Source: an optimization exercise on an open RTL-to-GDS flow (aim: small area and a short achievable clock period). Production flows keep margins and buffers that such runs may drop.
The RTL was checked by simulation tests, not by an equivalence proof against the original design.
Power and IR drop assume default switching activity.

// xfold_engine
module xfold_engine (
    input             clk,
    input             rst,
    input             cmd_valid,
    input      [31:0] cmd,
    input             sink_ready,
    output            resp_valid,
    output            resp_ill,
    output     [31:0] resp,
    output            txo_valid,
    output     [7:0]  txo_data,
    output            txo_final
);
For scale: ~4600 cells after synthesis, roughly 1100 flip-flops, roughly 80 I/O pins.
Settings: LEC_CHECK=0, CAP_MARGIN=20, CORE_MARGIN=2, CORE_UTILIZATION=50, CTS_BUF_LIST=sky130_fd_sc_hd__clkbuf_8, CTS_CLUSTER_DIAMETER=50, CTS_CLUSTER_SIZE=12, SETUP_SLACK_MARGIN=4, SLEW_MARGIN=20, SYNTH_HIERARCHICAL=1, TNS_END_PERCENT=0; clock period 10.0 ns.
standard.sh (not shown) runs the stock make flow with config.mk's settings and CLKGATE_MAP_FILE= SYNTH_SCRIPT=/design/flow/synth_recipe.tcl, a recipe that flattens the netlist after the stock synthesis.
==> flow/flow/run.sh <==
#!/bin/bash
# The standard layout, with two changes to how it is made:
#  - the port buffers that placement inserts are sky130_fd_sc_hd__buf_4 cells
#    (every input and output port still gets its own buffer), and
#  - timing repair may swap a cell for one with a different footprint.
# Synthesis is the standard one, run unchanged.
set -euo pipefail
bash standard.sh synth > synth.log 2>&1
bash standard.sh BUFFER_PORTS_ARGS="-buffer_cell sky130_fd_sc_hd__buf_4" MATCH_CELL_FOOTPRINT=0 finish > layout.log 2>&1
Rerun with:
--- a/flow/design.v
+++ b/flow/design.v
@@ -65,21 +65,22 @@
         .g_r5(g_r5), .g_r6(g_r6),
         .ack_ack(ack_ack), .ack_nak(ack_nak), .nak_retry(nak_retry), .restart(restart),
         .cont(cont), .step_cur(step_cur), .emit_cur(emit_cur), .emit_stx(emit_stx),
         .txo_valid(txo_valid), .txo_final(txo_final)
     );
     wire [15:0] a_np16;
-    wire [3:0]  a_np4, a_np4s;
+    wire [3:0]  a_np4, a_np4b, a_np4s;
     xf_pre4  u_apre0 (.s(a[3:0]), .np(a_np16));
     xf_pre2e u_apre1 (.s(a[5:4]), .off(a[6]), .np(a_np4));
+    xf_pre2e u_apre1b (.s(a[5:4]), .off(a[6]), .np(a_np4b));
     xf_pre2e u_apre2 (.s(a[5:4]), .off(tx_sending), .np(a_np4s));
     wire [63:0] a_oh;
     genvar g, i;
     generate
         for (g = 0; g < 64; g = g + 1) begin : g_aoh
-            xf_nor2 u (.a(a_np16[g % 16]), .b(a_np4[g / 16]), .y(a_oh[g]));
+            xf_nor2 u (.a(a_np16[g % 16]), .b((g % 2) ? a_np4b[g / 16] : a_np4[g / 16]), .y(a_oh[g]));
         end
     endgenerate
     wire [7:0] pfb_rd;
     xf_aomux u_pfb (.in({tx_pf[503:0], STX}), .oh(a_oh), .out(pfb_rd));
     wire [7:0] top_pf    = tx_pf[511:504] & {8{a[6]}};
     wire [7:0] begin_chk = pfb_rd | top_pf;
@@ -102,16 +103,20 @@
         for (g = 0; g < 64; g = g + 1) begin : g_rd2oh
             xf_o22ai u (.a1(a_np16[g % 16]), .a2(a_np4s[g / 16]),
                         .b1(p_np16[g % 16]), .b2(p_np4s[g / 16]), .y(rd2_oh[g]));
         end
     endgenerate
     xf_aomux u_pf2 (.in(tx_pf), .oh(rd2_oh), .out(pf_rd2));
-    wire [7:0] load_rr, load_delta;
-    wire [7:0] load_k = step_x(a[6:0]) ^ d;
+    wire [7:0]  load_rr;
+    wire [31:0] load_dq;
+    wire [7:0]  load_k = step_x(a[6:0]) ^ d;
     xf_xor8 u_dx0 (.a(pf_rd2), .b(pfb_rd), .y(load_rr));
-    xf_xor8 u_dx1 (.a(load_rr), .b(load_k), .y(load_delta));
+    xf_xor8 u_dx1 (.a(load_rr), .b(load_k), .y(load_dq[7:0]));
+    xf_xor8 u_dx2 (.a(load_rr), .b(load_k), .y(load_dq[15:8]));
+    xf_xor8 u_dx3 (.a(load_rr), .b(load_k), .y(load_dq[23:16]));
+    xf_xor8 u_dx4 (.a(load_rr), .b(load_k), .y(load_dq[31:24]));
     wire [7:0] rx_rd;
     xf_aomux u_rxrd (.in(rx_buf), .oh(a_oh), .out(rx_rd));
     reg [2:0] f_rx_state;
     reg [1:0] f_rx_err;
     reg [7:0] f_rx_len, f_rx_chk;
     reg [6:0] f_rx_count;
@@ -343,19 +348,18 @@
     generate
         for (g = 0; g < 64; g = g + 1) begin : g_rxw
             always @(posedge clk)
                 if (!rst && rx_we && rx_count[5:0] == g) rx_buf[8*g +: 8] <= d;
         end
     endgenerate
-    wire [7:0] load_x = load_delta;
     generate
         for (g = 0; g < 64; g = g + 1) begin : g_load
             wire upd = go_load && (a[5:0] <= g);
             wire [7:0] nxt;
             for (i = 0; i < 8; i = i + 1) begin : g_bit
-                xf_upd u (.q(tx_pf[8*g + i]), .m(upd), .x(load_x[i]), .y(nxt[i]));
+                xf_upd u (.q(tx_pf[8*g + i]), .m(upd), .x(load_dq[8*(g / 16) + i]), .y(nxt[i]));
             end
             always @(posedge clk)
                 tx_pf[8*g +: 8] <= nxt;
         end
     endgenerate
 endmodule
Outcome: Flip-flop and latch count is unchanged. Final area grows by 2.7%. Count of clock-buffer cells in the layout came out higher by 4. Routed wire length grows by 7.4%. Synthesized area came out higher by 0.49%. Fmax went down by 1.5%. Global-route usage went up by 2.3 points. Non-clock buffer count rose by 82. Sequential share of layout area shrinks by 1.3 points. Die area rises by 0.48%. Synthesized cell count grows by 0.61%. Core utilization grows by 1.4 points. Combinational power increases by 17%. First-iteration DRC count decreases by 6.0%.

Another version of the RTL of xfold_engine (not shown whole).
Size: about 1100 flip-flops, about 80 I/O pins.
export LEC_CHECK = 0
export CAP_MARGIN = 20
export CORE_MARGIN = 2
export CORE_UTILIZATION = 40
export SETUP_SLACK_MARGIN = 4
export SLEW_MARGIN = 20
export SYNTH_HIERARCHICAL = 1
create_clock -name core_clock -period 10.0 [get_ports {clk}]
run.sh (not shown) runs the stock make flow with config.mk's settings and CLKGATE_MAP_FILE= SYNTH_SCRIPT=/design/flow/synth_recipe.tcl, a recipe that flattens the netlist after the stock synthesis.
Stock flow here: none of the scripts above is used.
==> next run, changes <==
--- a/flow/design.v
+++ b/flow/design.v
@@ -79,21 +79,20 @@
     wire go_clr   = go && op == 4'hE;
     genvar g;
     wire [63:0] a_oh;
     xf_dec64 u_adec (.s(a[5:0]), .oh(a_oh));
     wire [7:0] pfb_rd;
     xf_aomux u_pfb (.in({tx_pf[503:0], 8'h00}), .oh(a_oh), .out(pfb_rd));
-    wire [7:0] pf_below = pfb_rd | (tx_pf[511:504] & {8{a[6]}});   
-    wire [7:0] begin_x  = STX ^ a[7:0] ^ (tx_pf[511:504] & {8{a[6]}});
+    wire [7:0] pf_below = a[6] ? tx_pf[511:504] : pfb_rd;
     wire       is_data = (tx_state == TX_SEND_DATA);
     wire [5:0] rd2_idx = tx_sending ? (is_data ? tx_cursor[5:0] + 6'd1 : 6'd0) : a[5:0];
     wire [7:0] pf_rd2;
     wire [63:0] rd2_oh;
     xf_dec64 u_rd2dec (.s(rd2_idx), .oh(rd2_oh));
     xf_aomux u_pf2 (.in(tx_pf), .oh(rd2_oh), .out(pf_rd2));
-    wire [7:0] begin_chk = pfb_rd ^ begin_x;
+    wire [7:0] begin_chk = STX ^ a[7:0] ^ pf_below;
     wire [7:0] load_delta = pf_rd2 ^ pf_below ^ d;
     reg [2:0] n_rx_state;
     reg [1:0] n_rx_err;
     reg [7:0] n_rx_len, n_rx_chk;
     reg [6:0] n_rx_count;
     reg       rx_we;
@@ -256,13 +255,13 @@
     assign resp_valid = live;
     assign resp_ill   = live && !ok;
     wire [31:0] txstat_cur  = txstat(tx_state, tx_len, tx_cursor, tx_chk);
     wire [31:0] rxstat_cur  = rxstat(rx_state, rx_err, rx_len, rx_count, rx_chk);
     wire [31:0] arqstat_cur = {22'h0, arq_attempts, 5'b0, arq_state};
     wire [31:0] begin_word = a_big ? {24'h0, 1'b0, TX_ERROR, 2'd1, 2'd3}
-                                   : {8'h00, 8'h00, 1'b0, a[6:0], 1'b0, TX_SEND_STX, 2'd0, 2'd1};
+                                   : {begin_chk, 8'h00, 1'b0, a[6:0], 1'b0, TX_SEND_STX, 2'd0, 2'd1};
     wire [31:0] next_word = {18'h0, 1'b0, (tx_state == TX_ERROR), tx_status(stepped),
                              tx_sending && (tx_state == TX_SEND_ETX), tx_sending,
                              tx_sending ? cur_byte : 8'h00};
     reg [2:0] ack_st;
     always @* begin
         if (!arq_wait_s)     ack_st = arq_state;
@@ -293,28 +292,22 @@
     reg [31:0] r;
     always @* begin
         r = 32'h0;
         case (op)
             4'h1, 4'h2: r = {24'h0, chk_word};
             4'h3:       r = rxstat(n_rx_state, n_rx_err, n_rx_len, n_rx_count, n_rx_chk);
-            4'h5:       r = 32'h0;
+            4'h5:       r = rx_hit ? {24'h0, rx_rd} : 32'h0;
             4'h6:       r = txstat_cur;
             4'h7:       r = begin_word;
             4'h8:       r = next_word;
             4'hA, 4'hB: r = arq_word;
             4'hD:       r = read_word;
             default:    r = 32'h0;
         endcase
     end
-    wire [31:0] resp_e = (live && ok) ? r : 32'h0;
-    wire s_rx = live && ok && (op == 4'h5) && rx_hit;
-    wire s_bg = live && ok && (op == 4'h7) && !a_big;
-    wire [7:0] resp_lo, resp_hi;
-    xf_late u_late (.e_lo(resp_e[7:0]), .e_hi(resp_e[31:24]), .s_rx(s_rx), .s_bg(s_bg),
-                    .rx_rd(rx_rd), .pfb_rd(pfb_rd), .bx(begin_x), .lo(resp_lo), .hi(resp_hi));
-    assign resp = {resp_hi, resp_e[23:8], resp_lo};
+    assign resp = (live && ok) ? r : 32'h0;
     always @(posedge clk) begin
         if (rst) begin
             chk_acc      <= 8'h00;
             ill          <= 1'b0;
             rx_state     <= RX_WAIT_STX;
             rx_err       <= 2'd0;
@@ -360,26 +353,12 @@
             wire upd = (a[5:0] <= g);
             always @(posedge clk)
                 tx_pf[8*g +: 8] <= tx_pf[8*g +: 8] ^ (load_x & {8{upd}});
         end
     endgenerate
 endmodule
-module xf_late (
-    input  [7:0] e_lo,
-    input  [7:0] e_hi,
-    input        s_rx,
-    input        s_bg,
-    input  [7:0] rx_rd,
-    input  [7:0] pfb_rd,
-    input  [7:0] bx,
-    output [7:0] lo,
-    output [7:0] hi
-);
-    assign lo = e_lo | (rx_rd & {8{s_rx}});
-    assign hi = e_hi | ((pfb_rd ^ bx) & {8{s_bg}});
-endmodule
 module xf_dec64 (
     input  [5:0]  s,
     output [63:0] oh
 );
     genvar k;
     generate
After rerunning: Cell count goes down by 1.9%. Clock-buffer cell count goes up by 7. Power goes down by 1.4%. Sequential share of layout area goes up by 1.0 points. Combinational power goes down by 11%. First-iteration DRC count goes down by 19%.

[separate check: timing with driven ports]
Ports are ideal in the flow. The routed layouts listed here were re-timed in OpenROAD.
Step 1, drivers: a clkbuf_16 drives clk and a buf_2 each remaining input, both assumed.
Step 2 adds t to the input delays and takes it off the output delays; t is the mean of the earliest and latest rising clock arrival at the registers after step 1. Input paths then give back, and output paths get back, about the clock's delay inside the block.
a / b / c = ideal / step 1 / step 2; a / b = the first two.
run	t (ns)	slack for setup (ns)	worst setup path at the end	worst data-port slew with drivers (ns)
the first run of note 1	0.901	3.489 / 3.306 / 2.698	input to register	0.21
the second run of note 1	0.918	3.391 / 3.287 / 3.063	input to register	0.31
the first run of note 2	0.847	3.083 / 2.816 / 2.039	input to register	0.32
the second run of note 2	0.839	2.707 / 2.521 / 2.521	input to output	0.31
After both steps every run listed still meets setup and hold. For the first run of note 2, which loses most, drivers alone change the setup slack by -0.267 ns; drivers and shift together by -1.044 ns.
